Background: an optimization exercise with open tools, aiming at small area, a short achievable clock period and few clock cycles per item. Do not read the settings as production practice. In this exercise RTL edits were held to simulation tests only and were not proved equivalent to the original.

## flow/design.v (module list and top-level ports; edited modules follow where they fit)
// module blade_fmul_s1: 45 lines
// module blade_fmul_s2: 49 lines
// module blade_fmul: 13 lines
// module blade_mul24: 1021 lines
// module blade_fadd_s1: 48 lines
// module blade_fadd_s2: 86 lines
// module blade_fadd: 15 lines
// module blade_biquad: 195 lines
module blade_biquad (
    input  wire        clk,
    input  wire        rst,
    input  wire        cmd_valid,
    output wire        cmd_ready,
    input  wire        cmd_clear,
    input  wire [31:0] cmd_x0,
    input  wire [31:0] cmd_x1,
    input  wire [31:0] cmd_b0,
    input  wire [31:0] cmd_b1,
    input  wire [31:0] cmd_b2,
    input  wire [31:0] cmd_a1,
    input  wire [31:0] cmd_a2,
    output reg         rsp_valid,
    output reg  [31:0] rsp_y0,
    output reg  [31:0] rsp_y1
);
  // ...
==> flow/run.sh <==
#!/bin/bash
# synth_recipe.tcl (not shown) runs the flow's synth.tcl, then flattens the netlist and writes it again
# the make line also repeats each setting of config.mk as NAME=value (left out here)
make -C /OpenROAD-flow-scripts/flow DESIGN_CONFIG=/design/flow/config.mk WORK_HOME=/design/flow/orfs CLKGATE_MAP_FILE= SYNTH_SCRIPT=/design/flow/synth_recipe.tcl finish
==> flow/config.mk <==
export PLATFORM = sky130hd
export DESIGN_NAME = blade_biquad
export DESIGN_NICKNAME = blade_biquad
export VERILOG_FILES = /design/flow/design.v
export SDC_FILE = /design/flow/constraint.sdc
export NUM_CORES = 4
export LEC_CHECK = 0
export ABC_AREA = 1
export CAP_MARGIN = 20
export CORE_MARGIN = 2
export CORE_UTILIZATION = 40
export PLACE_DENSITY = 0.6
export SLEW_MARGIN = 20
==> flow/constraint.sdc <==
create_clock -name core_clock -period 24.0 [get_ports {clk}]
set_input_delay 4.8000 -clock core_clock [delete_from_list [all_inputs] [get_ports {clk}]]
set_output_delay 4.8000 -clock core_clock [all_outputs]
set_load 0.01 [all_outputs]
==> run notes, run 1 <==
status=complete, no violations; Rows=141; WHS=0.358 ns; Final clock-cell share=3.87%; Area growth syn-to-layout=11.9%; Worst Setup SP=ar_mp[0]; Worst path most repeated cell=nand2_1; clock root buffer=clkbuf_16; Pre-antenna DRT Iters=6; Multi-In Gates=6,021; Signal buf overhead=5.65%; commonest non-fill, non-tap cell in the layout=nand2_1; CP Class=flop to flop; post-synthesis simple-gate area fraction=26.5%; top cells by count, synth=2,200 x nand2_1, 1,602 x inv_1, 644 x o21ai_0; inverter count=1,644; Pins Over Slew Limit=0; Mean Syn Cell Area=6.89 um2; sequential cell count=606; multi-input combinational area share=56.1%; die area=153,000 um2; Async SR Flop Fraction=0%; total of max-cap violations=0; H-Tree Level Count=3; critical path depth=38; layout cells sized above 1=4.73%; FF-to-FF path depth=38; Util after Layout=45.2%; DR top layer=met5; Biggest register=mr_prod; Hold Path Sink=ar_lane; Critical Path RT=24.47 ns; WP buf/inv=7; unique cell type count in the Yosys netlist=68; Post-synth EDFFs=228
Testbench counts, summed over its fixed seeds: cycles 28,824, items 4,800.
==> module blade_fmul_s1, before the edit <==
module blade_fmul_s1 (
    input  wire [31:0] a,
    input  wire [31:0] b,
    input  wire        ha,      
    input  wire        hb,      
    output wire [47:0] prod,    
    output wire [9:0]  e,       
    output wire [4:0]  lz,      
    output wire        sy,
    output wire [1:0]  spec     
);
    wire [7:0]  ea = a[30:23];
    wire [7:0]  eb = b[30:23];
    wire        a_zero = (a[30:0] == 0);
    wire        b_zero = (b[30:0] == 0);
    wire        a_inf  = (ea == 8'hFF) && (a[22:0] == 0);
    wire        b_inf  = (eb == 8'hFF) && (b[22:0] == 0);
    wire        a_nan  = (ea == 8'hFF) && (a[22:0] != 0);
    wire        b_nan  = (eb == 8'hFF) && (b[22:0] != 0);
    wire        a_sub  = !ha;
    wire        b_sub  = !hb;
    assign sy = a[31] ^ b[31];
    assign spec = (a_nan || b_nan || (a_inf && b_zero) || (b_inf && a_zero)) ? 2'd1 :
                  (a_inf || b_inf)                                          ? 2'd2 :
                  (a_zero || b_zero || (a_sub && b_sub))                    ? 2'd3 : 2'd0;
    function [4:0] lzc23(input [22:0] v);
        integer i;
        reg found;
        begin
            lzc23 = 5'd23;
            found = 1'b0;
            for (i = 22; i >= 0; i = i - 1) begin
                if (!found && v[i]) begin
                    lzc23 = 5'd23 - i[4:0];
                    found = 1'b1;
                end
            end
        end
    endfunction
    wire [22:0] fs = a_sub ? a[22:0] : b[22:0];
    assign lz = (a_sub || b_sub) ? lzc23(fs) : 5'd0;
    blade_mul24 u_mul (.a({ha, a[22:0]}), .b({hb, b[22:0]}), .p(prod));
    assign e    = {2'd0, ea} + {2'd0, eb} + {9'd0, a_sub} + {9'd0, b_sub}
                  - 10'd127 - {5'd0, lz};
endmodule
==> module blade_fmul_s2, before the edit <==
module blade_fmul_s2 (
    input  wire [47:0] prod,
    input  wire [9:0]  e,
    input  wire [4:0]  lz,
    input  wire        sy,
    input  wire [1:0]  spec,
    output reg  [31:0] y
);
    wire [47:0] pl  = prod << lz;
    wire [26:0] pt  = pl[47:21];
    wire [5:0]  kl  = 6'd21 - {1'b0, lz};                 
    wire [20:0] mlo = kl[5] ? 21'd0 : ~(21'h1FFFFF << kl[4:0]);
    wire        st20 = |(prod[20:0] & mlo);              
    wire        hi  = pt[26];
    wire [25:0] nt  = hi ? pt[26:1] : pt[25:0];           
    wire        nst = hi ? (pt[0] | st20) : st20;         
    wire [9:0]  ex  = e + {9'd0, hi};
    wire        tiny = ex[9] || (ex == 0);              
    wire [9:0]  r   = 10'd1 - ex;                        
    wire [4:0]  rs  = (r > 10'd26) ? 5'd26 : r[4:0];
    wire [25:0] wsh = nt >> rs;
    wire [25:0] msk = ~(26'h3FFFFFF << rs);
    wire        wst = |(nt & msk);
    reg [23:0] m;
    reg        g, st, rnd;
    reg [7:0]  ef;
    always @* begin
        if (tiny) begin
            m  = wsh[25:2];
            g  = wsh[1];
            st = wsh[0] | wst | nst;
            ef = 8'd0;
        end else begin
            m  = nt[25:2];
            g  = nt[1];
            st = nt[0] | nst;
            ef = ex[7:0];
        end
        rnd = g & (st | m[0]);
        case (spec)
            2'd1: y = 32'h7FC00000;
            2'd2: y = {sy, 8'hFF, 23'd0};
            2'd3: y = {sy, 31'd0};
            default:
                if (!ex[9] && ex > 10'd254) y = {sy, 8'hFF, 23'd0};
                else                        y = {sy, ef, m[22:0]} + {31'd0, rnd};
        endcase
    end
endmodule
==> module blade_fmul, before the edit <==
module blade_fmul (
    input  wire [31:0] a,
    input  wire [31:0] b,
    output wire [31:0] y
);
    wire [47:0] prod;
    wire [9:0]  e;
    wire [4:0]  lz;
    wire        sy;
    wire [1:0]  spec;
    blade_fmul_s1 u1 (.a(a), .b(b), .ha(a[30:23] != 0), .hb(b[30:23] != 0), .prod(prod), .e(e), .lz(lz), .sy(sy), .spec(spec));
    blade_fmul_s2 u2 (.prod(prod), .e(e), .lz(lz), .sy(sy), .spec(spec), .y(y));
endmodule
==> module blade_biquad, before the edit <==
module blade_biquad (
    input  wire        clk,
    input  wire        rst,
    input  wire        cmd_valid,
    output wire        cmd_ready,
    input  wire        cmd_clear,
    input  wire [31:0] cmd_x0,
    input  wire [31:0] cmd_x1,
    input  wire [31:0] cmd_b0,
    input  wire [31:0] cmd_b1,
    input  wire [31:0] cmd_b2,
    input  wire [31:0] cmd_a1,
    input  wire [31:0] cmd_a2,
    output reg         rsp_valid,
    output reg  [31:0] rsp_y0,
    output reg  [31:0] rsp_y1
);
    reg [12:1] f;
    reg [17:1] g;
    reg        clr_ok;
    wire fast_cond = (cmd_b1[30:0] == 31'd0) &&
                     (cmd_b2 == {~cmd_b0[31], cmd_b0[30:0]}) &&
                     (cmd_x0[30:23] != 8'hFF) && (cmd_x1[30:23] != 8'hFF);
    wire fast_busy = |f;
    wire gbusy     = |g;
    wire fast_slot = !(|f[5:1]) && !f[7] && !f[8] && !gbusy;
    wire start_f   = cmd_valid && !cmd_clear && fast_cond && fast_slot;
    wire start_g   = cmd_valid && !cmd_clear && !fast_cond && !fast_busy && !gbusy;
    assign cmd_ready = f[3] || g[9] || clr_ok;
    wire clear_acc = clr_ok && cmd_valid;    
    wire [11:0] fN = rst ? 12'd0 : {f[11:1], start_f};
    wire [16:0] gN = rst ? 17'd0 : {g[16:1], start_g};
    reg ld_x1, ld_b1, ld_b2, ld_y, hold_a, ld_a1, ld_a2;  
    reg a_s1_0, a_s1_1, a_s2_0, a_s2_1, a_tb0;      
    reg b_tn, b_tz_0, b_tb0, b_tb1, a_sub;          
    reg lat_a, lat_z, lat_zb;                       
    reg tb0_pm, tb1_pm, tb_neg;                     
    reg [2:0] a_dst;                                
    reg       a_lane;                               
    localparam [2:0] D_NONE = 3'd0, D_Y0 = 3'd1, D_Y1 = 3'd2, D_S1_0 = 3'd3,
                     D_S1_1 = 3'd4, D_S2_0 = 3'd5, D_S2_1 = 3'd6, D_TB = 3'd7;
    always @(posedge clk) begin
        ld_x1  <= fN[2] || gN[6] || gN[7] || gN[8];
        ld_b1  <= gN[0] || gN[7];
        ld_b2  <= gN[1] || gN[8];
        ld_y   <= fN[3] || fN[6] || gN[3] || gN[10];
        hold_a <= fN[4] || fN[7] || gN[4] || gN[11];
        ld_a1  <= fN[3] || fN[6] || gN[3] || gN[10];
        ld_a2  <= fN[4] || fN[7] || gN[4] || gN[11];
        a_s1_0 <= fN[2] || gN[2];
        a_s1_1 <= fN[5] || gN[9];
        a_s2_0 <= fN[6] || gN[8];
        a_s2_1 <= fN[9] || gN[15];
        a_tb0  <= fN[7] || gN[6] || gN[14];
        b_tn   <= fN[6] || fN[9];
        b_tz_0 <= fN[6];
        b_tb0  <= gN[8];
        b_tb1  <= gN[15];
        a_sub  <= fN[7] || fN[10] || gN[6] || gN[7] || gN[13] || gN[14];
        lat_a  <= fN[2] || gN[0];
        lat_z  <= fN[2];
        lat_zb <= fN[8];
        tb0_pm <= fN[2] || gN[3] || gN[11];
        tb1_pm <= fN[5] || gN[4] || gN[10];
        tb_neg <= fN[2] || fN[5];
        a_dst  <= (fN[2] || gN[2])   ? D_Y0   :
                  (fN[5] || gN[9])   ? D_Y1   :
                  (fN[6] || gN[8])   ? D_S1_0 :
                  (fN[7] || gN[7])   ? D_S2_0 :
                  (fN[9] || gN[15])  ? D_S1_1 :
                  (fN[10] || gN[14]) ? D_S2_1 :
                  (gN[6] || gN[13])  ? D_TB   : D_NONE;
        a_lane <= gN[13];
    end
    reg [31:0] areg, breg;           
    reg        areg_h, breg_h;       
    reg [31:0] a1r, a2r;             
    reg [31:0] pm;                   
    reg [31:0] tb0, tb1;             
    reg [31:0] s1_0, s1_1, s2_0, s2_1;
    reg        zA0, zA1, zB1;        
    wire [47:0] m_prod;
    wire [9:0]  m_e;
    wire [4:0]  m_lz;
    wire        m_sy;
    wire [1:0]  m_spec;
    blade_fmul_s1 u_m1 (.a(areg), .b(breg), .ha(areg_h), .hb(breg_h), .prod(m_prod), .e(m_e), .lz(m_lz),
                        .sy(m_sy), .spec(m_spec));
    reg  [47:0] mr_prod;
    reg  [9:0]  mr_e;
    reg  [4:0]  mr_lz;
    reg         mr_sy;
    reg  [1:0]  mr_spec;
    wire [31:0] m_y;
    blade_fmul_s2 u_m2 (.prod(mr_prod), .e(mr_e), .lz(mr_lz), .sy(mr_sy), .spec(mr_spec),
                        .y(m_y));
    wire        b_tz    = b_tz_0 ? zA0 : zB1;
    wire        pm_zero = (pm[30:0] == 31'd0);
    wire        tn_sign = pm_zero ? (~pm[31] & b_tz) : ~pm[31];
    wire [31:0] add_a = a_s1_0 ? s1_0 : a_s1_1 ? s1_1 : a_s2_0 ? s2_0 :
                        a_s2_1 ? s2_1 : a_tb0 ? tb0 : tb1;
    wire [31:0] add_b = b_tn  ? {tn_sign, pm[30:0]} :
                        b_tb0 ? tb0 : b_tb1 ? tb1 : pm;
    wire [23:0] a_mp;
    wire [26:0] a_bl;
    wire        a_es;
    wire [7:0]  a_xp;
    wire        a_sp, a_zs, a_nan, a_inf, a_is;
    blade_fadd_s1 u_a1 (.a(add_a), .b(add_b), .sub(a_sub), .mp(a_mp), .bl(a_bl),
                        .eff_sub(a_es), .xp(a_xp), .sp(a_sp), .zs(a_zs), .nan(a_nan),
                        .inf(a_inf), .is(a_is));
    reg  [23:0] ar_mp;
    reg  [26:0] ar_bl;
    reg         ar_es;
    reg  [7:0]  ar_xp;
    reg         ar_sp, ar_zs, ar_nan, ar_inf, ar_is;
    reg  [2:0]  ar_dst;
    reg         ar_lane;
    wire [31:0] a_y;
    blade_fadd_s2 u_a2 (.mp(ar_mp), .bl(ar_bl), .eff_sub(ar_es), .xp(ar_xp), .sp(ar_sp),
                        .zs(ar_zs), .nan(ar_nan), .inf(ar_inf), .is(ar_is), .y(a_y));
    wire [31:0] areg_d = ld_y ? a_y : ld_x1 ? cmd_x1 : cmd_x0;
    wire [31:0] breg_d = ld_a1 ? a1r : ld_a2 ? a2r : ld_b1 ? cmd_b1 : ld_b2 ? cmd_b2 : cmd_b0;
    always @(posedge clk) begin
        mr_prod <= m_prod;
        mr_e    <= m_e;
        mr_lz   <= m_lz;
        mr_sy   <= m_sy;
        mr_spec <= m_spec;
        pm      <= m_y;
        ar_mp   <= a_mp;
        ar_bl   <= a_bl;
        ar_es   <= a_es;
        ar_xp   <= a_xp;
        ar_sp   <= a_sp;
        ar_zs   <= a_zs;
        ar_nan  <= a_nan;
        ar_inf  <= a_inf;
        ar_is   <= a_is;
        ar_lane <= a_lane;
        if (!hold_a) begin
            areg   <= areg_d;
            areg_h <= areg_d[30:23] != 8'd0;
        end
        breg   <= breg_d;
        breg_h <= breg_d[30:23] != 8'd0;
        if (lat_a) begin
            a1r <= cmd_a1;
            a2r <= cmd_a2;
        end
        if (lat_z) begin
            zA0 <= cmd_b1[31] ^ cmd_x0[31];
            zA1 <= cmd_b1[31] ^ cmd_x1[31];
        end
        if (lat_zb)
            zB1 <= zA1;
        if (tb0_pm)
            tb0 <= {pm[31] ^ tb_neg, pm[30:0]};
        else if (ar_dst == D_TB && !ar_lane)
            tb0 <= a_y;
        if (tb1_pm)
            tb1 <= {pm[31] ^ tb_neg, pm[30:0]};
        else if (ar_dst == D_TB && ar_lane)
            tb1 <= a_y;
        if (ar_dst == D_Y0) rsp_y0 <= a_y;
        if (ar_dst == D_Y1) rsp_y1 <= a_y;
        f <= fN[11:0];
        g <= gN[16:0];
        if (rst) begin
            clr_ok    <= 1'b0;
            rsp_valid <= 1'b0;
            ar_dst    <= D_NONE;
            s1_0      <= 32'd0;
            s1_1      <= 32'd0;
            s2_0      <= 32'd0;
            s2_1      <= 32'd0;
        end else begin
            ar_dst <= a_dst;
            clr_ok <= cmd_valid && cmd_clear && !clear_acc && !gbusy &&
                      !(|f[11:1]);
            rsp_valid <= f[7] || g[11];
            if (clear_acc) begin
                s1_0 <= 32'd0;
                s1_1 <= 32'd0;
                s2_0 <= 32'd0;
                s2_1 <= 32'd0;
            end else begin
                if (ar_dst == D_S1_0) s1_0 <= a_y;
                if (ar_dst == D_S1_1) s1_1 <= a_y;
                if (ar_dst == D_S2_0) s2_0 <= a_y;
                if (ar_dst == D_S2_1) s2_1 <= a_y;
            end
        end
    end
endmodule
==> inputs of run 2 (changes only) <==
--- a/flow/design.v
+++ b/flow/design.v
@@ -6,4 +6,10 @@
     output wire [47:0] prod,    
-    output wire [9:0]  e,       
+    output wire [7:0]  e8,      
     output wire [4:0]  lz,      
+    output wire        tiny0,
+    output wire        tiny1,
+    output wire        ovf0,
+    output wire        ovf1,
+    output wire [4:0]  rs0,
+    output wire [4:0]  rs1,
     output wire        sy,
@@ -42,4 +48,13 @@
     blade_mul24 u_mul (.a({ha, a[22:0]}), .b({hb, b[22:0]}), .p(prod));
-    assign e    = {2'd0, ea} + {2'd0, eb} + {9'd0, a_sub} + {9'd0, b_sub}
-                  - 10'd127 - {5'd0, lz};
+    wire [9:0]  e = {2'd0, ea} + {2'd0, eb} + {9'd0, a_sub} + {9'd0, b_sub}
+                    - 10'd127 - {5'd0, lz};
+    wire [9:0]  r0 = 10'd1 - e;                           
+    wire [9:0]  r1 = 10'd0 - e;
+    assign e8    = e[7:0];
+    assign tiny0 = e[9] || (e == 10'd0);                  
+    assign tiny1 = e[9];                                  
+    assign ovf0  = !e[9] && (e > 10'd254);
+    assign ovf1  = !e[9] && (e > 10'd253);
+    assign rs0   = (r0 > 10'd26) ? 5'd26 : r0[4:0];
+    assign rs1   = (r1 > 10'd26) ? 5'd26 : r1[4:0];
 endmodule
@@ -47,4 +62,10 @@
     input  wire [47:0] prod,
-    input  wire [9:0]  e,
+    input  wire [7:0]  e8,
     input  wire [4:0]  lz,
+    input  wire        tiny0,
+    input  wire        tiny1,
+    input  wire        ovf0,
+    input  wire        ovf1,
+    input  wire [4:0]  rs0,
+    input  wire [4:0]  rs1,
     input  wire        sy,
@@ -61,6 +82,6 @@
     wire        nst = hi ? (pt[0] | st20) : st20;         
-    wire [9:0]  ex  = e + {9'd0, hi};
-    wire        tiny = ex[9] || (ex == 0);              
-    wire [9:0]  r   = 10'd1 - ex;                        
-    wire [4:0]  rs  = (r > 10'd26) ? 5'd26 : r[4:0];
+    wire [7:0]  ex8  = e8 + {7'd0, hi};
+    wire        tiny = hi ? tiny1 : tiny0;
+    wire        ovf  = hi ? ovf1 : ovf0;
+    wire [4:0]  rs   = hi ? rs1 : rs0;
     wire [25:0] wsh = nt >> rs;
@@ -81,3 +102,3 @@
             st = nt[0] | nst;
-            ef = ex[7:0];
+            ef = ex8;
         end
@@ -89,3 +110,3 @@
             default:
-                if (!ex[9] && ex > 10'd254) y = {sy, 8'hFF, 23'd0};
+                if (ovf) y = {sy, 8'hFF, 23'd0};
                 else                        y = {sy, ef, m[22:0]} + {31'd0, rnd};
@@ -100,8 +121,12 @@
     wire [47:0] prod;
-    wire [9:0]  e;
-    wire [4:0]  lz;
+    wire [7:0]  e8;
+    wire [4:0]  lz, rs0, rs1;
+    wire        tiny0, tiny1, ovf0, ovf1;
     wire        sy;
     wire [1:0]  spec;
-    blade_fmul_s1 u1 (.a(a), .b(b), .ha(a[30:23] != 0), .hb(b[30:23] != 0), .prod(prod), .e(e), .lz(lz), .sy(sy), .spec(spec));
-    blade_fmul_s2 u2 (.prod(prod), .e(e), .lz(lz), .sy(sy), .spec(spec), .y(y));
+    blade_fmul_s1 u1 (.a(a), .b(b), .ha(a[30:23] != 0), .hb(b[30:23] != 0), .prod(prod),
+                      .e8(e8), .lz(lz), .tiny0(tiny0), .tiny1(tiny1), .ovf0(ovf0), .ovf1(ovf1),
+                      .rs0(rs0), .rs1(rs1), .sy(sy), .spec(spec));
+    blade_fmul_s2 u2 (.prod(prod), .e8(e8), .lz(lz), .tiny0(tiny0), .tiny1(tiny1), .ovf0(ovf0),
+                      .ovf1(ovf1), .rs0(rs0), .rs1(rs1), .sy(sy), .spec(spec), .y(y));
 endmodule
@@ -1295,3 +1320,3 @@
     reg [12:1] f;
-    reg [17:1] g;
+    reg [22:1] g;
     reg        clr_ok;
@@ -1305,9 +1330,13 @@
     wire start_g   = cmd_valid && !cmd_clear && !fast_cond && !fast_busy && !gbusy;
-    assign cmd_ready = f[3] || g[9] || clr_ok;
+    assign cmd_ready = f[3] || g[12] || clr_ok;
     wire clear_acc = clr_ok && cmd_valid;    
     wire [11:0] fN = rst ? 12'd0 : {f[11:1], start_f};
-    wire [16:0] gN = rst ? 17'd0 : {g[16:1], start_g};
-    reg ld_x1, ld_b1, ld_b2, ld_y, hold_a, ld_a1, ld_a2;  
-    reg a_s1_0, a_s1_1, a_s2_0, a_s2_1, a_tb0;      
-    reg b_tn, b_tz_0, b_tb0, b_tb1, a_sub;          
+    wire [21:0] gN = rst ? 22'd0 : {g[21:1], start_g};
+    localparam [2:0] D_NONE = 3'd0, D_Y0 = 3'd1, D_Y1 = 3'd2, D_S1_0 = 3'd3,
+                     D_S1_1 = 3'd4, D_S2_0 = 3'd5, D_S2_1 = 3'd6;
+    localparam [2:0] A_S1_0 = 3'd3, A_S1_1 = 3'd4, A_S2_0 = 3'd5, A_S2_1 = 3'd6,
+                     A_TB0 = 3'd1, A_TB1 = 3'd2;
+    reg ld_x1, ld_b1, ld_b2, ld_one, ld_y, hold_a, ld_a1, ld_a2;  
+    reg [2:0] a_src;                                
+    reg b_tn, b_tz_0, a_sub;                        
     reg lat_a, lat_z, lat_zb;                       
@@ -1315,23 +1344,19 @@
     reg [2:0] a_dst;                                
-    reg       a_lane;                               
-    localparam [2:0] D_NONE = 3'd0, D_Y0 = 3'd1, D_Y1 = 3'd2, D_S1_0 = 3'd3,
-                     D_S1_1 = 3'd4, D_S2_0 = 3'd5, D_S2_1 = 3'd6, D_TB = 3'd7;
     always @(posedge clk) begin
-        ld_x1  <= fN[2] || gN[6] || gN[7] || gN[8];
-        ld_b1  <= gN[0] || gN[7];
-        ld_b2  <= gN[1] || gN[8];
-        ld_y   <= fN[3] || fN[6] || gN[3] || gN[10];
-        hold_a <= fN[4] || fN[7] || gN[4] || gN[11];
-        ld_a1  <= fN[3] || fN[6] || gN[3] || gN[10];
-        ld_a2  <= fN[4] || fN[7] || gN[4] || gN[11];
-        a_s1_0 <= fN[2] || gN[2];
-        a_s1_1 <= fN[5] || gN[9];
-        a_s2_0 <= fN[6] || gN[8];
-        a_s2_1 <= fN[9] || gN[15];
-        a_tb0  <= fN[7] || gN[6] || gN[14];
+        ld_x1  <= fN[2] || gN[9] || gN[10] || gN[11];
+        ld_b1  <= gN[0] || gN[10];
+        ld_b2  <= gN[1] || gN[11];
+        ld_one <= gN[7] || gN[17];
+        ld_y   <= fN[3] || fN[6] || gN[3] || gN[7] || gN[13] || gN[17];
+        hold_a <= fN[4] || fN[7] || gN[4] || gN[5] || gN[6] || gN[14] || gN[15] || gN[16];
+        ld_a1  <= fN[3] || fN[6] || gN[3] || gN[13];
+        ld_a2  <= fN[4] || fN[7] || gN[6] || gN[16];
+        a_src  <= (fN[1] || gN[1])   ? A_S1_0 :
+                  (fN[4] || gN[11])  ? A_S1_1 :
+                  (fN[5] || gN[9])   ? A_S2_0 :
+                  (fN[8] || gN[19])  ? A_S2_1 :
+                  (fN[6] || gN[5] || gN[18]) ? A_TB0 : A_TB1;
         b_tn   <= fN[6] || fN[9];
         b_tz_0 <= fN[6];
-        b_tb0  <= gN[8];
-        b_tb1  <= gN[15];
-        a_sub  <= fN[7] || fN[10] || gN[6] || gN[7] || gN[13] || gN[14];
+        a_sub  <= fN[7] || fN[10] || gN[6] || gN[9] || gN[16] || gN[19];
         lat_a  <= fN[2] || gN[0];
@@ -1339,13 +1364,11 @@
         lat_zb <= fN[8];
-        tb0_pm <= fN[2] || gN[3] || gN[11];
-        tb1_pm <= fN[5] || gN[4] || gN[10];
+        tb0_pm <= fN[2] || gN[3] || gN[14];
+        tb1_pm <= fN[5] || gN[4] || gN[13];
         tb_neg <= fN[2] || fN[5];
         a_dst  <= (fN[2] || gN[2])   ? D_Y0   :
-                  (fN[5] || gN[9])   ? D_Y1   :
-                  (fN[6] || gN[8])   ? D_S1_0 :
-                  (fN[7] || gN[7])   ? D_S2_0 :
-                  (fN[9] || gN[15])  ? D_S1_1 :
-                  (fN[10] || gN[14]) ? D_S2_1 :
-                  (gN[6] || gN[13])  ? D_TB   : D_NONE;
-        a_lane <= gN[13];
+                  (fN[5] || gN[12])  ? D_Y1   :
+                  (fN[6] || gN[10])  ? D_S1_0 :
+                  (fN[7] || gN[9])   ? D_S2_0 :
+                  (fN[9] || gN[20])  ? D_S1_1 :
+                  (fN[10] || gN[19]) ? D_S2_1 : D_NONE;
     end
@@ -1355,2 +1378,3 @@
     reg [31:0] pm;                   
+    reg [31:0] aop;                  
     reg [31:0] tb0, tb1;             
@@ -1359,11 +1383,15 @@
     wire [47:0] m_prod;
-    wire [9:0]  m_e;
-    wire [4:0]  m_lz;
+    wire [7:0]  m_e8;
+    wire [4:0]  m_lz, m_rs0, m_rs1;
+    wire        m_tiny0, m_tiny1, m_ovf0, m_ovf1;
     wire        m_sy;
     wire [1:0]  m_spec;
-    blade_fmul_s1 u_m1 (.a(areg), .b(breg), .ha(areg_h), .hb(breg_h), .prod(m_prod), .e(m_e), .lz(m_lz),
+    blade_fmul_s1 u_m1 (.a(areg), .b(breg), .ha(areg_h), .hb(breg_h), .prod(m_prod),
+                        .e8(m_e8), .lz(m_lz), .tiny0(m_tiny0), .tiny1(m_tiny1),
+                        .ovf0(m_ovf0), .ovf1(m_ovf1), .rs0(m_rs0), .rs1(m_rs1),
                         .sy(m_sy), .spec(m_spec));
     reg  [47:0] mr_prod;
-    reg  [9:0]  mr_e;
-    reg  [4:0]  mr_lz;
+    reg  [7:0]  mr_e8;
+    reg  [4:0]  mr_lz, mr_rs0, mr_rs1;
+    reg         mr_tiny0, mr_tiny1, mr_ovf0, mr_ovf1;
     reg         mr_sy;
@@ -1371,4 +1399,5 @@
     wire [31:0] m_y;
-    blade_fmul_s2 u_m2 (.prod(mr_prod), .e(mr_e), .lz(mr_lz), .sy(mr_sy), .spec(mr_spec),
-                        .y(m_y));
+    blade_fmul_s2 u_m2 (.prod(mr_prod), .e8(mr_e8), .lz(mr_lz), .tiny0(mr_tiny0),
+                        .tiny1(mr_tiny1), .ovf0(mr_ovf0), .ovf1(mr_ovf1), .rs0(mr_rs0),
+                        .rs1(mr_rs1), .sy(mr_sy), .spec(mr_spec), .y(m_y));
     wire        b_tz    = b_tz_0 ? zA0 : zB1;
@@ -1376,6 +1405,3 @@
     wire        tn_sign = pm_zero ? (~pm[31] & b_tz) : ~pm[31];
-    wire [31:0] add_a = a_s1_0 ? s1_0 : a_s1_1 ? s1_1 : a_s2_0 ? s2_0 :
-                        a_s2_1 ? s2_1 : a_tb0 ? tb0 : tb1;
-    wire [31:0] add_b = b_tn  ? {tn_sign, pm[30:0]} :
-                        b_tb0 ? tb0 : b_tb1 ? tb1 : pm;
+    wire [31:0] add_b = {b_tn ? tn_sign : pm[31], pm[30:0]};
     wire [23:0] a_mp;
@@ -1385,3 +1411,3 @@
     wire        a_sp, a_zs, a_nan, a_inf, a_is;
-    blade_fadd_s1 u_a1 (.a(add_a), .b(add_b), .sub(a_sub), .mp(a_mp), .bl(a_bl),
+    blade_fadd_s1 u_a1 (.a(aop), .b(add_b), .sub(a_sub), .mp(a_mp), .bl(a_bl),
                         .eff_sub(a_es), .xp(a_xp), .sp(a_sp), .zs(a_zs), .nan(a_nan),
@@ -1394,3 +1420,2 @@
     reg  [2:0]  ar_dst;
-    reg         ar_lane;
     wire [31:0] a_y;
@@ -1399,10 +1424,29 @@
     wire [31:0] areg_d = ld_y ? a_y : ld_x1 ? cmd_x1 : cmd_x0;
-    wire [31:0] breg_d = ld_a1 ? a1r : ld_a2 ? a2r : ld_b1 ? cmd_b1 : ld_b2 ? cmd_b2 : cmd_b0;
+    wire [31:0] breg_d = ld_a1 ? a1r : ld_a2 ? a2r : ld_one ? 32'h3F800000 :
+                         ld_b1 ? cmd_b1 : ld_b2 ? cmd_b2 : cmd_b0;
+    reg  [31:0] aop_r;
+    always @* begin
+        case (a_src)
+            A_S1_0:  aop_r = s1_0;
+            A_S1_1:  aop_r = s1_1;
+            A_S2_0:  aop_r = s2_0;
+            A_S2_1:  aop_r = s2_1;
+            A_TB0:   aop_r = tb0;
+            default: aop_r = tb1;
+        endcase
+    end
+    wire [31:0] aop_d = (ar_dst == a_src) ? a_y : aop_r;
     always @(posedge clk) begin
-        mr_prod <= m_prod;
-        mr_e    <= m_e;
-        mr_lz   <= m_lz;
-        mr_sy   <= m_sy;
-        mr_spec <= m_spec;
-        pm      <= m_y;
+        mr_prod  <= m_prod;
+        mr_e8    <= m_e8;
+        mr_lz    <= m_lz;
+        mr_rs0   <= m_rs0;
+        mr_rs1   <= m_rs1;
+        mr_tiny0 <= m_tiny0;
+        mr_tiny1 <= m_tiny1;
+        mr_ovf0  <= m_ovf0;
+        mr_ovf1  <= m_ovf1;
+        mr_sy    <= m_sy;
+        mr_spec  <= m_spec;
+        pm       <= m_y;
         ar_mp   <= a_mp;
@@ -1416,3 +1460,3 @@
         ar_is   <= a_is;
-        ar_lane <= a_lane;
+        aop <= aop_d;
         if (!hold_a) begin
@@ -1435,8 +1479,4 @@
             tb0 <= {pm[31] ^ tb_neg, pm[30:0]};
-        else if (ar_dst == D_TB && !ar_lane)
-            tb0 <= a_y;
         if (tb1_pm)
             tb1 <= {pm[31] ^ tb_neg, pm[30:0]};
-        else if (ar_dst == D_TB && ar_lane)
-            tb1 <= a_y;
         if (ar_dst == D_Y0) rsp_y0 <= a_y;
@@ -1444,3 +1484,3 @@
         f <= fN[11:0];
-        g <= gN[16:0];
+        g <= gN[21:0];
         if (rst) begin
@@ -1457,3 +1497,3 @@
                       !(|f[11:1]);
-            rsp_valid <= f[7] || g[11];
+            rsp_valid <= f[7] || g[14];
             if (clear_acc) begin
==> run notes, run 2 <==
status=complete, no violations (unchanged); cts repair resizes=0 (unchanged); drt drc=0 (unchanged); commonest cells after routing, fill and taps aside=2,079 x nand2_1, 1,611 x inv_1, 560 x o21ai_0, 532 x nand3_1, 526 x nor2_1 (was 2,199 x nand2_1, 1,600 x inv_1, 642 x o21ai_0, 603 x nor2_1, 555 x nand3_1); worst r2r src=ar_mp[0] (unchanged); Bufs on Longest Clock Path=3 (unchanged); Reg clk slew, reported paths=0.06 ns (about the same); unique cell type count in the Yosys netlist=75 (was 68); slowest stage delay, CP=0.72 ns (was 0.92 ns); min Tclk post-route=7.94 ns (was 9.56 ns); top cells by count, synth=2,080 x nand2_1, 1,612 x inv_1, 563 x o21ai_0 (was 2,200 x nand2_1, 1,602 x inv_1, 644 x o21ai_0); max frequency=126 MHz (was 105 MHz); routed length per placed instance=20.9 um (was 22.5 um); Rows=141 (unchanged); routed vias=56,000 (was 58,600); RSZ-0062 raised after global routing=no (unchanged); initial antenna violation count=19 (unchanged); Critical Path RT=24.53 ns (was 24.47 ns); initial drt markers=4,756 (was 6,323); Worst Hold Launch=a_dst[2] (was g[14]); core area=148,000 um2 (about the same); Yosys reg bits=655 (was 606); Post-synth EDFFs=228 (unchanged); Worst Setup SP=ar_mp[0] (unchanged); skew final=0.0431 ns (was 0.0613 ns); number of clock sinks=655 (was 606); WHS=0.403 ns (was 0.358 ns); Top Ports=294 (unchanged); Mean Syn Cell Area=7.10 um2 (was 6.89 um2); H-Tree Level Count=3 (unchanged); register area share after synthesis=25.8% (was 24.1%); fin crit share=33.1% (was 39.9%); Top delay family on crit path=simple AND/OR/NAND/NOR gates (unchanged); Worst path most repeated cell=nand2_1 (unchanged); Data arrival, critical path=8.47 ns (was 10.04 ns); syn_nets=9,355 (was 9,623); CP Class=flop to flop (unchanged); clock latency on the worst-skew pair=0.69 ns (was 0.70 ns); die area=152,000 um2 (was 153,000 um2); CTS buffer count=74 (unchanged); YS warnings=5 (unchanged); Least-Margin Pin Slew=1.12 ns (was 1.20 ns); vias in the first global route=55,000 (was 56,600); WP buf/inv=8 (was 7); relative slew slack=24.9% (was 19.4%); Port Buffers=293 (unchanged); final setup violating endpoints=0 (unchanged); CP max-delay cell=nor2_1 (was nor3_1); die height=390 um (was 391 um); Startpoint Class=flop (unchanged); Area growth syn-to-layout=11.5% (was 11.9%); GPL Wtd Cong=1.03 (was 1.01); max reg flops=48 (unchanged); largest area contributor in the netlist=fa_1 (unchanged); Layout Cells excl Fill=10,500 (was 10,700); post-synthesis instance total=8,418 (was 8,688); setup TNS=0 ns (unchanged); Starting Density=40.4% (about the same); DP Wirelength=166,000 um (was 187,000 um); Async SR Flop Fraction=0% (unchanged); Synth top area share=16.5% (was 16.4%); Synth Flop Type=dfxtp_1 (unchanged); GRT Util Overall=28.2% (was 31.3%); # Post-CTS Setup Buffers=0 (unchanged); first-pass GRT wire length=330,000 um (was 361,000 um); placed cell count=10,300 (was 10,600); CTS tree=yes (unchanged); Biggest register=mr_prod (unchanged); CP Capture Type=flop (unchanged); DIE WIDTH=390 um (was 391 um); path type of the worst min-delay path=flop to flop (unchanged); Pins Over Slew Limit=0 (unchanged); grt total ovfl=0 (unchanged); total of max-cap violations=0 (unchanged); maximum number of pins on one net before global-route repair=121 (was 86); clock root buffer=clkbuf_16 (unchanged); layout cells sized above 1=5.22% (was 4.73%); Final ANT Viol Nets=0 (unchanged); CP Max Fanout=30 (was 32); DR vias/cell=5.35 (was 5.46); nets=9,410 (was 9,686); Area contributors post-synth=fa_1 16%, dfxtp_1 14%, nand2_1 13% (was fa_1 16%, nand2_1 14%, dfxtp_1 13%); mapped cell area=59,700 um2 (was 59,900 um2); Pre-antenna DRT Iters=8 (was 6); count leader, synth=nand2_1 (unchanged); Final Hold Fails=0 (unchanged); commonest non-fill, non-tap cell in the layout=nand2_1 (unchanged); hold_buf cts=0 (unchanged); DRT Wirelength=219,000 um (was 242,000 um)
## run 2: final cells by class
| type | instances | area [um2] |
|---|---|---|
| Clock inverter | 32 | 359 |
| Inverter | 1673 | 6280 |
| Tap cell | 1930 | 2410 |
| Antenna cell | 5 | 12.5 |
| Sequential cell | 655 | 15400 |
| Timing Repair Buffer | 387 | 3640 |
| Multi-Input combinational cell | 5682 | 36400 |
| Clock buffer | 104 | 2080 |
| Fill cell | 15100 | 81400 |
## run 2: worst reg2reg max path, delay by kind of cell (launching register included)
| kind | cells | cell delay [ns] |
|---|---|---|
| flip-flops | 1 | 0.34 |
| adder cells (fa/ha/maj) | 5 | 1.48 |
| XOR/XNOR | 1 | 0.23 |
| AND/OR/NAND/NOR | 25 | 3.75 |
| buffers and inverters | 8 | 1.28 |
| AO/OA/AOI/OAI | 4 | 0.73 |
## run 2: cell families after synthesis
logic type                 share of synthesized area (%)
adders and majority gates                           21.0
and+or+nand+nor                                     25.2
DFF                                                 25.8
buffers and inverters                               13.4
muxes                                              0.773
AOI/OAI and AO/OA                                   12.1
xor gates and xnor gates                            1.80
## run 2: through the flow
step | setup slack (ns) | util [%] | cell area (um2)
after global placement | 15.91 | 43.3 | 64200
final | 16.06 | 45.0 | 66600
after CTS | 16.11 | 45.0 | 66600
after floorplan | 17.34 | - | 59700
after detailed placement | 16.12 | 43.4 | 64200
after global routing | 15.47 | 45.0 | 66600
## run 2: path summary, 6_finish.rpt
kind	end	slack [ns]	cells after the start
worst min register to register	ar_dst[2]	0.40	2
worst max register to register	areg[18]	16.06	43
worst max-delay path	areg[18]	16.06	43
worst min-delay path	ar_dst[2]	0.40	2
## run 2: metal layers
| layer | vias to the layer above | share of wire, % | GRT usage (%) |
|---|---|---|---|
| met5 | - | 0.055 | 0 |
| met1 | 26500 | 41 | 36.3 |
| met2 | 2453 | 45 | 45.8 |
| li1 | 26500 | - | - |
| met4 | 20 | 4.5 | 11.2 |
| met3 | 520 | 9.3 | 6.38 |
Testbench counts of run 2, summed over its fixed seeds: cycles 28,824, items 4,800.
==> inputs of run 3 (changes only) <==
==> flow/flow/run.sh (new file) <==
#!/bin/bash
# Layout flow: the standard ORFS flow (standard.sh, unchanged synthesis,
# floorplan, placement, CTS and routing at the design's clock and
# constraints), with a larger setup-slack margin for OpenROAD's repair_timing
# so that the resizer also shortens paths that already meet the 24 ns clock.
# standard.sh's full output goes to standard.log in this folder; the ORFS
# logs of each step stay under orfs/logs.
set -eo pipefail
export SETUP_SLACK_MARGIN=16.5
bash standard.sh > standard.log 2>&1
test -s out/final.def
==> flow/standard.sh (new file) <==
#!/bin/bash
# synth_recipe.tcl (not shown) runs the flow's synth.tcl, then flattens the netlist and writes it again
# the make line also repeats each setting of config.mk as NAME=value (left out here)
make -C /OpenROAD-flow-scripts/flow DESIGN_CONFIG=/design/flow/config.mk WORK_HOME=/design/flow/orfs CLKGATE_MAP_FILE= SYNTH_SCRIPT=/design/flow/synth_recipe.tcl "${@:-finish}"
removed: flow/run.sh
==> run notes, run 3 <==
hold_buf cts=0 (unchanged); initial antenna violation count=17 (was 19); die area=152,000 um2 (unchanged); die height=390 um (unchanged); clock latency on the worst-skew pair=0.69 ns (about the same); Synth Flop Type=dfxtp_1 (unchanged); Starting Density=40.4% (unchanged); R2R setup slack=16.88 ns (was 16.06 ns); Data arrival, critical path=7.70 ns (was 8.47 ns); CP Class=flop to flop (unchanged); Final Hold Fails=0 (unchanged); DR vias/cell=5.36 (was 5.35); DP Wirelength=166,000 um (unchanged); layout cells sized above 1=5.92% (was 5.22%); grt total ovfl=0 (unchanged); number of clock sinks=655 (unchanged); routed vias=56,300 (was 56,000); largest area contributor in the netlist=fa_1 (unchanged); relative slew slack=16.8% (was 24.9%); CP Max Fanout=26 (was 30); Mean Syn Cell Area=7.10 um2 (unchanged); YS warnings=5 (unchanged); RSZ-0062 raised after global routing=yes (was no); CTS tree=yes (unchanged); commonest non-fill, non-tap cell in the layout=nand2_1 (unchanged); skew final=0.0434 ns (was 0.0431 ns); placed cell count=10,300 (unchanged); clock root buffer=clkbuf_16 (unchanged); Area contributors post-synth=fa_1 16%, dfxtp_1 14%, nand2_1 13% (unchanged); Critical Path RT=24.58 ns (was 24.53 ns); Port Buffers=293 (unchanged); fin crit share=29.7% (was 33.1%); DRT Wirelength=220,000 um (was 219,000 um); Startpoint Class=flop (unchanged); Layout Cells excl Fill=10,500 (about the same); number of fillers in the final layout=15,000 (was 15,100); min Tclk post-route=7.12 ns (was 7.94 ns); max frequency=140 MHz (was 126 MHz); Synth top area share=16.5% (unchanged); drt drc=0 (unchanged); Biggest register=mr_prod (unchanged); Bufs on Longest Clock Path=3 (unchanged); GRT Util Overall=28.2% (about the same); H-Tree Level Count=3 (unchanged); Area growth syn-to-layout=12.3% (was 11.5%); mapped cell area=59,700 um2 (unchanged); GPL Wtd Cong=1.03 (unchanged); Pins Over Slew Limit=0 (unchanged); final setup violating endpoints=0 (unchanged); maximum number of pins on one net before global-route repair=121 (unchanged); Yosys reg bits=655 (unchanged); count leader, synth=nand2_1 (unchanged); Final WS setup=16.88 ns (was 16.06 ns); Async SR Flop Fraction=0% (unchanged); Pre-antenna DRT Iters=6 (was 8); Post-synth EDFFs=228 (unchanged); routed length per placed instance=20.9 um (about the same); DIE WIDTH=390 um (unchanged); CTS buffer count=74 (unchanged); core area=148,000 um2 (unchanged); Least-Margin Pin Slew=1.24 ns (was 1.12 ns); max reg flops=48 (unchanged); path type of the worst min-delay path=flop to flop (unchanged); vias in the first global route=55,100 (was 55,000); top cells by count, synth=2,080 x nand2_1, 1,612 x inv_1, 563 x o21ai_0 (unchanged); Rows=141 (unchanged); unique cell type count in the Yosys netlist=75 (unchanged); Final ANT Viol Nets=0 (unchanged); syn_nets=9,355 (unchanged); pre-CTS setup slack=16.12 ns (unchanged); commonest cells after routing, fill and taps aside=2,077 x nand2_1, 1,607 x inv_1, 555 x o21ai_0, 525 x nand3_1, 522 x nor2_1 (was 2,079 x nand2_1, 1,611 x inv_1, 560 x o21ai_0, 532 x nand3_1, 526 x nor2_1); Reg clk slew, reported paths=0.06 ns (about the same); register area share after synthesis=25.8% (unchanged); Top Ports=294 (unchanged); initial drt markers=4,878 (was 4,756); first-pass GRT wire length=330,000 um (about the same); status=complete, no violations (unchanged); post-synthesis instance total=8,418 (unchanged); Util after Layout=45.3% (was 45.0%); total of max-cap violations=0 (unchanged); nets=9,434 (was 9,410); CP Capture Type=flop (unchanged); setup TNS=0 ns (unchanged)
==> run 3: final timing paths <==
| kind | to | from | cells after the start |
|---|---|---|---|
| worst max-delay path | mr_prod[43] | areg[12] | 27 |
| worst min-delay path | ar_dst[2] | a_dst[2] | 2 |
| worst max register to register | mr_prod[43] | areg[12] | 27 |
| worst min register to register | ar_dst[2] | a_dst[2] | 2 |
==> run 3: cell type report <==
class	count	area, um2	area share [%]
inverter	1673	6310	9.41
timing repair inverter	1	5.00	0.00746
multi-input combinational	5685	36600	54.6
sequential	655	15400	23.0
clock buffer	104	2080	3.10
timing repair buffer	407	3850	5.74
tap	1930	2410	3.60
antenna	3	7.51	0.0112
clock inverter	32	359	0.536
==> run 3: metrics by stage <==
stage	hold WS (ns)	area [um2]
floorplan	0.388	59700
global placement	0.395	64200
detailed placement	0.397	64200
CTS	0.405	66700
global route	0.427	67000
finish	0.403	67100
==> run 3: critical path, cell delays in order (launching register included) <==
cell      delay [ns]
edfxtp_1        0.51
buf_8           0.31
nand2_1         0.09
inv_1           0.08
fa_1            0.44
fa_1            0.54
inv_1           0.05
fa_1            0.50
fa_1            0.54
inv_1           0.05
fa_1            0.51
fa_1            0.51
ha_1            0.36
a21oi_1         0.15
o21ai_0         0.09
o21bai_1        0.22
a21boi_1        0.26
o21ai_1         0.13
a21boi_0        0.33
o21ai_2         0.12
a21oi_2         0.24
o21ai_1         0.17
nand3_1         0.11
nand3_1         0.12
nand2_1         0.09
nand2_1         0.10
a21oi_1         0.19
xnor2_1         0.14
==> run 3: cells by family (layout without fill, tap and decap cells) <==
logic type / after synthesis / after routing / synth area share, %
flip-flops: 655 / 655 / 25.8
adder cells (fa/ha/maj): 709 / 709 / 21.0
AO/OA/AOI/OAI: 1290 / 1290 / 12.1
AND/OR/NAND/NOR: 3516 / 3519 / 25.2
other: 0 / 3 / 0
buffers and inverters: 2081 / 2217 / 13.4
multiplexers: 44 / 44 / 0.773
XOR/XNOR: 123 / 123 / 1.80
==> run 3: timing repair <==
item,CTS,global route
gates cloned,1,4
endpoints found under the setup margin,46,237
gates resized for setup,15,52
pin swaps,2,5
setup buffers,4,15
==> run 3: per-layer routing <==
| layer | wire, um | global-route usage [%] | up-vias |
|---|---|---|---|
| met1 | 89800 | 36.4 | 26600 |
| met5 | 115 | 0 | - |
| met3 | 20400 | 6.32 | 514 |
| li1 | - | - | 26600 |
| met2 | 99100 | 45.8 | 2530 |
| met4 | 10100 | 11.4 | 18 |

port drivers added, routing unchanged:
No port has a modelled driver above. Below, the same layouts with a new extraction and two added sets of constraints.
Step 1, drivers: a clkbuf_16 drives clk and a buf_2 each remaining input, both assumed.
Step 2 moves the port delays by t, midway between the first and last clock arrival at a register: inputs arrive t later, outputs are due t later. That takes back most of the time a late clock gives input paths.
a / b / c = ideal / step 1 / step 2; a / b = the first two.
| run | t, ns | setup slack, ns | worst slew at a driven data input, ns |
|---|---|---|---|
| run 1 | 0.750 | 14.436 / 14.436 / 14.436 | 0.10 |
| run 2 | 0.755 | 16.064 / 16.064 / 16.028 | 0.09 |
| run 3 | 0.752 | 16.881 / 16.881 / 16.277 | 0.09 |
After both steps setup and hold are still met in every run listed. For run 3, which loses most, drivers alone change the setup slack by 0.000 ns; drivers and shift together by -0.604 ns.
